What follows belongs to an exercise in optimizing a design on an open flow for small area, a short achievable clock period and few clock cycles; a production flow would make more cautious choices. Where RTL was checked, it was by simulation tests only, not by an equivalence proof against the original. Power is estimated from default activity; no workload was simulated.

==> v30 <==
==> flow/design.v <==
module frame_rx (
    input  wire        clk,
    input  wire        rst,
    input  wire        in_valid,
    input  wire [7:0]  in_data,
    output wire        in_ready,
    output wire        o_valid,
    input  wire        o_ready,
    output wire [1:0]  o_kind,    
    output wire [15:0] o_pn,
    output wire [7:0]  o_type,
    output wire [5:0]  o_len,
    output wire [31:0] o_sid,
    output wire [15:0] o_tf,
    output wire [15:0] o_fi,
    output wire [7:0]  o_data,
    output wire        o_last
);
    localparam RING = 52;
    function [15:0] crc_byte;
        input [15:0] c_in;
        input [7:0]  b;
        integer k;
        reg [15:0] c;
        begin
            c = c_in ^ {b, 8'h00};
            for (k = 0; k < 8; k = k + 1)
                c = c[15] ? ((c << 1) ^ 16'h1021) : (c << 1);
            crc_byte = c;
        end
    endfunction
    function [15:0] crc_drop;
        input [7:0] b;
        integer k;
        reg [15:0] c;
        begin
            c = crc_byte(16'h0000, b);
            for (k = 0; k < 13; k = k + 1)
                c = crc_byte(c, 8'h00);
            crc_drop = c;
        end
    endfunction
    localparam [15:0] ROLL_CONST = 16'h8166;
    function [5:0] inc;
        input [5:0] x;
        inc = (x == RING - 1) ? 6'd0 : x + 6'd1;
    endfunction
    function [5:0] addm;
        input [5:0] x;
        input [5:0] d;
        reg [6:0] s;
        begin
            s = {1'b0, x} + {1'b0, d};
            addm = (s >= RING) ? s - RING : s[5:0];
        end
    endfunction
    function [5:0] subm;
        input [5:0] a;
        input [5:0] b;
        reg [6:0] s;
        begin
            s = {1'b0, a} - {1'b0, b};
            subm = s[6] ? s + RING : s[5:0];
        end
    endfunction
    reg [7:0]  ring [0:RING-1];
    reg [5:0]  wp;         
    reg [5:0]  h;          
    reg [5:0]  r;          
    reg [7:0]  rb;         
    reg        rbv;
    reg [5:0]  j;          
    reg        drop;       
    reg [7:0]  w [0:12];   
    reg [15:0] wcrc;       
    reg [15:0] ccrc;       
    reg        lo_ok;
    reg        rdy;
    reg        ov;
    reg [1:0]  okind;
    reg [7:0]  odata;
    reg        olast;
    reg [5:0]  p;          
    reg [5:0]  pc;         
    integer i;
    wire       job     = ov && okind != 2'd2;
    wire [5:0] hj      = addm(h, (j < 6'd13) ? j : 6'd13);
    wire [5:0] f       = job ? p : hj;
    wire [5:0] used    = subm(wp, f);
    assign in_ready    = rdy;
    wire       acc_in  = in_valid & rdy;
    wire       avail   = (r != wp);
    wire [7:0] pbyte   = ring[p];
    wire       fire    = ov & o_ready;
    wire       last_ev = (okind == 2'd2) || (okind == 2'd0 && pc == 6'd0) ||
                         (okind == 2'd1 && olast);
    wire       can_job = ~ov | (o_ready & last_ev);
    wire       wfree   = ~(ov && okind != 2'd1) | o_ready;
    wire       ps_bad  = (w[4] != 8'd0) || (w[3] > 8'd49);
    wire [5:0] ps      = w[3][5:0];
    wire [5:0] jlo     = ps + 6'd13;     
    wire [5:0] jhi     = ps + 6'd14;     
    wire [15:0] cur    = (j == 6'd13) ? wcrc : ccrc;
    wire       crc_ok  = lo_ok && (rb == ccrc[15:8]);
    wire       t_le4   = (w[2] <= 8'd4);
    wire       t_le1   = (w[2] <= 8'd1);
    wire       in_fill = (j < 6'd13);
    wire       sliding = (j == 6'd13) && (drop || ps_bad);
    wire       do_fill = in_fill && rbv && wfree;
    wire       do_slide = sliding && rbv;
    wire       in_cont = !in_fill && !sliding;
    wire       at_end  = in_cont && (j == jhi);
    wire       emit_h  = crc_ok && t_le4;
    wire       emit_n  = !crc_ok && t_le1;
    wire       do_cont = in_cont && rbv && !at_end;
    wire       do_end  = at_end && rbv && (!(emit_h || emit_n) || can_job);
    wire       do_emit = do_end && (emit_h || emit_n);
    wire       rewind  = do_end && !(emit_h || emit_n);
    wire       take    = do_fill || do_slide || do_cont || do_end;
    wire [15:0] fill_crc = crc_byte((j == 6'd0) ? 16'hFFFF : wcrc, rb);
    wire [15:0] roll_crc = crc_byte(wcrc, rb) ^ crc_drop(w[0]) ^ ROLL_CONST;
    always @(posedge clk) begin
        if (acc_in)
            ring[wp] <= in_data;
    end
    always @(posedge clk) begin
        if (do_fill || do_slide) begin
            for (i = 0; i < 12; i = i + 1)
                w[i] <= w[i+1];
            w[12] <= rb;
        end
    end
    always @(posedge clk) begin
        if ((take || !rbv) && avail && !rewind)
            rb <= ring[r];
    end
    always @(posedge clk) begin
        if (rst) begin
            wp    <= 6'd0;
            h     <= 6'd0;
            r     <= 6'd0;
            rbv   <= 1'b0;
            j     <= 6'd0;
            drop  <= 1'b0;
            wcrc  <= 16'hFFFF;
            ccrc  <= 16'hFFFF;
            lo_ok <= 1'b0;
            rdy   <= 1'b0;
            ov    <= 1'b0;
            okind <= 2'd0;
            odata <= 8'd0;
            olast <= 1'b0;
            p     <= 6'd0;
            pc    <= 6'd0;
        end else begin
            if (acc_in)
                wp <= inc(wp);
            rdy <= (used <= RING - 3) || (used == RING - 2 && !acc_in);
            if (rewind) begin
                r   <= addm(h, 6'd13);
                rbv <= 1'b0;
            end else if ((take || !rbv) && avail) begin
                r   <= inc(r);
                rbv <= 1'b1;
            end else if (take) begin
                rbv <= 1'b0;
            end
            if (do_fill) begin
                wcrc <= fill_crc;
                j    <= j + 6'd1;
            end
            if (do_slide) begin
                wcrc <= roll_crc;
                h    <= inc(h);
                drop <= 1'b0;
            end
            if (do_cont) begin
                ccrc <= (j < jlo) ? crc_byte(cur, rb) : cur;
                if (j == jlo)
                    lo_ok <= (rb == cur[7:0]);
                j <= j + 6'd1;
            end
            if (do_end) begin
                if (do_emit) begin
                    h <= r;
                    j <= 6'd0;
                end else begin
                    drop <= 1'b1;
                    j    <= 6'd13;
                end
            end
            if (fire) begin
                if (okind == 2'd1 && !olast || okind == 2'd0 && pc != 6'd0) begin
                    okind <= 2'd1;
                    odata <= pbyte;
                    olast <= (pc == 6'd1);
                    p     <= inc(p);
                    pc    <= pc - 6'd1;
                end else begin
                    ov <= 1'b0;
                end
            end
            if (do_emit) begin
                ov    <= 1'b1;
                okind <= emit_h ? 2'd0 : 2'd2;
                p     <= addm(h, 6'd13);
                pc    <= ps;
            end
        end
    end
    assign o_valid = ov;
    assign o_kind  = okind;
    assign o_pn    = {w[1], w[0]};
    assign o_type  = w[2];
    assign o_len   = w[3][5:0];
    assign o_sid   = {w[8], w[7], w[6], w[5]};
    assign o_tf    = {w[10], w[9]};
    assign o_fi    = {w[12], w[11]};
    assign o_data  = odata;
    assign o_last  = olast;
endmodule
==> flow/run.sh <==
#!/bin/bash
# synth_recipe.tcl (not shown) runs the flow's synth.tcl, then flattens the netlist and writes it again
# the make line also repeats each setting of config.mk as NAME=value (left out here)
make -C /OpenROAD-flow-scripts/flow DESIGN_CONFIG=/design/flow/config.mk WORK_HOME=/design/flow/orfs CLKGATE_MAP_FILE= SYNTH_SCRIPT=/design/flow/synth_recipe.tcl finish
==> flow/config.mk <==
export PLATFORM = sky130hd
export DESIGN_NAME = frame_rx
export DESIGN_NICKNAME = frame_rx
export VERILOG_FILES = /design/flow/design.v
export SDC_FILE = /design/flow/constraint.sdc
export NUM_CORES = 4
export LEC_CHECK = 0
export CAP_MARGIN = 20
export CORE_MARGIN = 2
export CORE_UTILIZATION = 40
export PLACE_DENSITY = 0.6
export SLEW_MARGIN = 20
==> flow/constraint.sdc <==
create_clock -name core_clock -period 8.0 [get_ports {clk}]
set_input_delay 1.6000 -clock core_clock [delete_from_list [all_inputs] [get_ports {clk}]]
set_output_delay 1.6000 -clock core_clock [all_outputs]
set_load 0.01 [all_outputs]
==> inputs of v14, as changes to v30 <==
--- a/flow/design.v
+++ b/flow/design.v
@@ -66,9 +66,10 @@
     reg [7:0]  ring [0:RING-1];
     reg [5:0]  wp;         
-    reg [5:0]  h;          
     reg [5:0]  r;          
     reg [7:0]  rb;         
     reg        rbv;
-    reg [5:0]  j;          
+    reg [3:0]  j;          
+    reg        incont;     
+    reg [5:0]  left;       
     reg        drop;       
     reg [7:0]  w [0:12];   
@@ -84,7 +85,6 @@
     reg [5:0]  pc;         
     integer i;
-    wire       job     = ov && okind != 2'd2;
-    wire [5:0] hj      = addm(h, (j < 6'd13) ? j : 6'd13);
-    wire [5:0] f       = job ? p : hj;
+    reg  [5:0] hj;         
+    wire [5:0] f       = (ov && okind != 2'd2) ? p : hj;
     wire [5:0] used    = subm(wp, f);
     assign in_ready    = rdy;
@@ -99,16 +99,17 @@
     wire       ps_bad  = (w[4] != 8'd0) || (w[3] > 8'd49);
     wire [5:0] ps      = w[3][5:0];
-    wire [5:0] jlo     = ps + 6'd13;     
-    wire [5:0] jhi     = ps + 6'd14;     
-    wire [15:0] cur    = (j == 6'd13) ? wcrc : ccrc;
+    wire       is_end  = incont && (left == 6'd0);
+    wire       is_lo   = incont ? (left == 6'd1) : (ps == 6'd0);
+    wire       is_crc  = incont ? (left > 6'd1) : (ps != 6'd0);
+    wire [15:0] cur    = incont ? ccrc : wcrc;
     wire       crc_ok  = lo_ok && (rb == ccrc[15:8]);
     wire       t_le4   = (w[2] <= 8'd4);
     wire       t_le1   = (w[2] <= 8'd1);
-    wire       in_fill = (j < 6'd13);
-    wire       sliding = (j == 6'd13) && (drop || ps_bad);
+    wire       in_fill = (j != 4'd13);
+    wire       sliding = !in_fill && !incont && (drop || ps_bad);
     wire       do_fill = in_fill && rbv && wfree;
     wire       do_slide = sliding && rbv;
     wire       in_cont = !in_fill && !sliding;
-    wire       at_end  = in_cont && (j == jhi);
+    wire       at_end  = in_cont && is_end;
     wire       emit_h  = crc_ok && t_le4;
     wire       emit_n  = !crc_ok && t_le1;
@@ -118,6 +119,10 @@
     wire       rewind  = do_end && !(emit_h || emit_n);
     wire       take    = do_fill || do_slide || do_cont || do_end;
-    wire [15:0] fill_crc = crc_byte((j == 6'd0) ? 16'hFFFF : wcrc, rb);
-    wire [15:0] roll_crc = crc_byte(wcrc, rb) ^ crc_drop(w[0]) ^ ROLL_CONST;
+    wire [15:0] crc_in   = (in_fill && j == 4'd0) ? 16'hFFFF : cur;
+    wire [15:0] crc_nx   = crc_byte(crc_in, rb);
+    wire [15:0] roll_crc = crc_nx ^ crc_drop(w[0]) ^ ROLL_CONST;
+    wire       pay_next = fire && (okind == 2'd1 && !olast || okind == 2'd0 && pc != 6'd0);
+    wire [5:0] p_next   = do_emit ? hj : pay_next ? inc(p) : p;
+    wire [5:0] hj_next  = (do_fill || do_slide) ? inc(hj) : do_emit ? r : hj;
     always @(posedge clk) begin
         if (acc_in)
@@ -138,19 +143,12 @@
         if (rst) begin
             wp    <= 6'd0;
-            h     <= 6'd0;
+            hj    <= 6'd0;
             r     <= 6'd0;
             rbv   <= 1'b0;
-            j     <= 6'd0;
+            j     <= 4'd0;
+            incont <= 1'b0;
             drop  <= 1'b0;
-            wcrc  <= 16'hFFFF;
-            ccrc  <= 16'hFFFF;
-            lo_ok <= 1'b0;
             rdy   <= 1'b0;
             ov    <= 1'b0;
-            okind <= 2'd0;
-            odata <= 8'd0;
-            olast <= 1'b0;
-            p     <= 6'd0;
-            pc    <= 6'd0;
         end else begin
             if (acc_in)
@@ -158,5 +156,5 @@
             rdy <= (used <= RING - 3) || (used == RING - 2 && !acc_in);
             if (rewind) begin
-                r   <= addm(h, 6'd13);
+                r   <= hj;
                 rbv <= 1'b0;
             end else if ((take || !rbv) && avail) begin
@@ -167,27 +165,27 @@
             end
             if (do_fill) begin
-                wcrc <= fill_crc;
-                j    <= j + 6'd1;
+                wcrc <= crc_nx;
+                j    <= j + 4'd1;
             end
             if (do_slide) begin
                 wcrc <= roll_crc;
-                h    <= inc(h);
                 drop <= 1'b0;
             end
             if (do_cont) begin
-                ccrc <= (j < jlo) ? crc_byte(cur, rb) : cur;
-                if (j == jlo)
+                ccrc <= is_crc ? crc_nx : cur;
+                if (is_lo)
                     lo_ok <= (rb == cur[7:0]);
-                j <= j + 6'd1;
+                incont <= 1'b1;
+                left   <= incont ? left - 6'd1 : ps;
             end
             if (do_end) begin
                 if (do_emit) begin
-                    h <= r;
-                    j <= 6'd0;
+                    j <= 4'd0;
                 end else begin
                     drop <= 1'b1;
-                    j    <= 6'd13;
                 end
-            end
+                incont <= 1'b0;
+            end
+            hj <= hj_next;
             if (fire) begin
                 if (okind == 2'd1 && !olast || okind == 2'd0 && pc != 6'd0) begin
@@ -204,5 +202,5 @@
                 ov    <= 1'b1;
                 okind <= emit_h ? 2'd0 : 2'd2;
-                p     <= addm(h, 6'd13);
+                p     <= hj;
                 pc    <= ps;
             end
==> flow/flow/run.sh (new file) <==
#!/bin/bash
# The standard layout (bash standard.sh, which also runs the standard
# synthesis unchanged), except that the port buffers that global placement
# inserts on every input and output are sky130_fd_sc_hd__buf_2 cells instead
# of the delay-buffer cells buffer_ports picks by default.
set -euo pipefail
echo "export BUFFER_PORTS_ARGS = -buffer_cell sky130_fd_sc_hd__buf_2" >> config.mk
bash standard.sh > orfs_flow.log 2>&1
==> flow/standard.sh (new file) <==
#!/bin/bash
# synth_recipe.tcl (not shown) runs the flow's synth.tcl, then flattens the netlist and writes it again
# the make line also repeats each setting of config.mk as NAME=value (left out here)
make -C /OpenROAD-flow-scripts/flow DESIGN_CONFIG=/design/flow/config.mk WORK_HOME=/design/flow/orfs CLKGATE_MAP_FILE= SYNTH_SCRIPT=/design/flow/synth_recipe.tcl "${@:-finish}"
Settings changed: BUFFER_PORTS_ARGS from default to -buffer_cell sky130_fd_sc_hd__buf_2, CORE_UTILIZATION 40 to 55, CTS_CLUSTER_DIAMETER from default to 90, CTS_CLUSTER_SIZE from default to 30, PLACE_DENSITY 0.6 to 0.8, SETUP_SLACK_MARGIN from default to 5.
removed: flow/run.sh
==> inputs of v1, as changes to v30 <==
--- a/flow/design.v
+++ b/flow/design.v
@@ -52,5 +52,9 @@
         begin
             s = {1'b0, x} + {1'b0, d};
-            addm = (s >= RING) ? s - RING : s[5:0];
+            if (s >= 2 * RING)
+                s = s - 2 * RING;
+            else if (s >= RING)
+                s = s - RING;
+            addm = s[5:0];
         end
     endfunction
@@ -76,5 +80,11 @@
     reg [15:0] ccrc;       
     reg        lo_ok;
+    reg        pv_le;      
+    reg        fnd;        
+    reg [5:0]  fjp;        
+    reg        fjfar;      
     reg        rdy;
+    reg [7:0]  ib;         
+    reg        ibv;
     reg        ov;
     reg [1:0]  okind;
@@ -84,8 +94,9 @@
     reg [5:0]  pc;         
     integer i;
-    wire       job     = ov && okind != 2'd2;
-    wire [5:0] hj      = addm(h, (j < 6'd13) ? j : 6'd13);
-    wire [5:0] f       = job ? p : hj;
+    reg  [5:0] hj;         
+    reg  [5:0] f;          
     wire [5:0] used    = subm(wp, f);
+    wire       rdy0    = (used + ibv <= RING - 2);
+    wire       rdy1    = (used + ibv <= RING - 3);
     assign in_ready    = rdy;
     wire       acc_in  = in_valid & rdy;
@@ -117,10 +128,32 @@
     wire       do_emit = do_end && (emit_h || emit_n);
     wire       rewind  = do_end && !(emit_h || emit_n);
+    wire       le_prev = (j == 6'd13) ? (w[12] <= 8'd49) : pv_le;
+    wire       fnd_eff = (j != 6'd13) && fnd;
+    reg        early;
+    integer    e;
+    always @* begin
+        early = 1'b0;
+        for (e = 1; e <= 8; e = e + 1)
+            if (w[e+4] == 8'd0 && w[e+3] <= 8'd49)
+                early = 1'b1;
+    end
+    wire [5:0] r5      = subm(r, 6'd5);
+    wire       jfar    = fnd_eff ? fjfar : (ps > 6'd3);
+    wire       jump    = rewind && !early && jfar;
+    wire [5:0] jpos    = fnd_eff ? fjp : r5;
     wire       take    = do_fill || do_slide || do_cont || do_end;
     wire [15:0] fill_crc = crc_byte((j == 6'd0) ? 16'hFFFF : wcrc, rb);
     wire [15:0] roll_crc = crc_byte(wcrc, rb) ^ crc_drop(w[0]) ^ ROLL_CONST;
-    always @(posedge clk) begin
-        if (acc_in)
-            ring[wp] <= in_data;
+    wire       pay_next = fire && (okind == 2'd1 && !olast || okind == 2'd0 && pc != 6'd0);
+    wire       job_next = do_emit ? emit_h :
+                          fire ? pay_next : (ov && okind != 2'd2);
+    wire [5:0] p_next   = do_emit ? addm(h, 6'd13) : pay_next ? inc(p) : p;
+    wire [5:0] hj_next  = (do_fill || do_slide) ? inc(hj) : do_emit ? r :
+                          jump ? jpos : hj;
+    wire [5:0] f_next   = job_next ? p_next : hj_next;
+    always @(posedge clk) begin
+        ib <= in_data;
+        if (ibv)
+            ring[wp] <= ib;
     end
     always @(posedge clk) begin
@@ -139,23 +172,22 @@
             wp    <= 6'd0;
             h     <= 6'd0;
+            hj    <= 6'd0;
+            f     <= 6'd0;
             r     <= 6'd0;
             rbv   <= 1'b0;
+            ibv   <= 1'b0;
             j     <= 6'd0;
             drop  <= 1'b0;
-            wcrc  <= 16'hFFFF;
-            ccrc  <= 16'hFFFF;
-            lo_ok <= 1'b0;
             rdy   <= 1'b0;
             ov    <= 1'b0;
-            okind <= 2'd0;
-            odata <= 8'd0;
-            olast <= 1'b0;
-            p     <= 6'd0;
-            pc    <= 6'd0;
         end else begin
-            if (acc_in)
+            ibv <= acc_in;
+            if (ibv)
                 wp <= inc(wp);
-            rdy <= (used <= RING - 3) || (used == RING - 2 && !acc_in);
-            if (rewind) begin
+            rdy <= acc_in ? rdy1 : rdy0;
+            if (jump) begin
+                r   <= jpos;
+                rbv <= 1'b0;
+            end else if (rewind) begin
                 r   <= addm(h, 6'd13);
                 rbv <= 1'b0;
@@ -176,4 +208,12 @@
             end
             if (do_cont) begin
+                pv_le <= (rb <= 8'd49);
+                if (!fnd_eff && le_prev && rb == 8'd0) begin
+                    fnd   <= 1'b1;
+                    fjp   <= r5;
+                    fjfar <= (j > 6'd17);
+                end else if (j == 6'd13) begin
+                    fnd <= 1'b0;
+                end
                 ccrc <= (j < jlo) ? crc_byte(cur, rb) : cur;
                 if (j == jlo)
@@ -185,4 +225,7 @@
                     h <= r;
                     j <= 6'd0;
+                end else if (jump) begin
+                    h    <= jpos;
+                    j    <= 6'd0;
                 end else begin
                     drop <= 1'b1;
@@ -190,4 +233,6 @@
                 end
             end
+            hj <= hj_next;
+            f  <= f_next;
             if (fire) begin
                 if (okind == 2'd1 && !olast || okind == 2'd0 && pc != 6'd0) begin
Settings changed: SETUP_SLACK_MARGIN from default to 5.
==> inputs of v23, as changes to v30 <==
Settings changed: ABC_CLOCK_PERIOD_IN_PS from default to 3500, SETUP_SLACK_MARGIN from default to 4.5.
==> comparison <==
v1 completed without violations. v14 went through all stages and came out clean. v30 produced a clean layout. v23 produced a clean layout.
Flip-flop and latch count: v23 is lower than v14 (5).
The highest power belongs to v1, the lowest to v14.
In v23 the critical path depth is higher than in v1, by 15.
Sequential share of layout area: v1 < v23 < v30 < v14.
Final cell count: v14 is smaller than v30 (about 20%).
In v14 the global-route usage is higher than in v30, by 6.2 points.
Testbench counts of v14, summed over its fixed seeds: cycles 50,804.
No functional check of the RTL was part of v30, v1 and v23.

[port drivers added, routing unchanged]
The flow's constraints put no driver on any port. The routed layouts listed below were extracted and timed again, unchanged, in two steps.
Step 1 (the two cells are an assumption about what drives the block):
set clk [get_ports {clk}]
set_driving_cell -lib_cell sky130_fd_sc_hd__clkbuf_16 $clk
set_driving_cell -lib_cell sky130_fd_sc_hd__buf_2 [delete_from_list [all_inputs] $clk]
Step 2, shift: input delay + t, output delay - t, t = (earliest + latest rising clock arrival at the registers) / 2. This alone moves slack from input paths to output paths.
Three values: no drivers, after step 1, after step 2; two values: the first two.
| run | shift t [ns] | setup WS [ns] | worst setup path at the end | latest minus earliest clock arrival (ns) | slew at the worst register clock pin (ns) |
|---|---|---|---|---|---|
| v30 | 0.681 | 2.204 / 2.204 / 2.204 | register to register | 0.034 / 0.034 | 0.06 / 0.06 |
| v14 | 0.670 | 4.885 / 4.920 / 4.249 | input to register | 0.048 / 0.047 | 0.12 / 0.12 |
| v1 | 0.679 | 5.021 / 4.965 / 4.490 | input to register | 0.038 / 0.038 | 0.07 / 0.07 |
| v23 | 0.666 | 3.351 / 3.351 / 3.351 | register to register | 0.030 / 0.030 | 0.06 / 0.06 |
After both steps every run listed still meets setup and hold. For v14, which loses most, drivers alone change the setup slack by +0.035 ns; drivers and shift together by -0.636 ns.
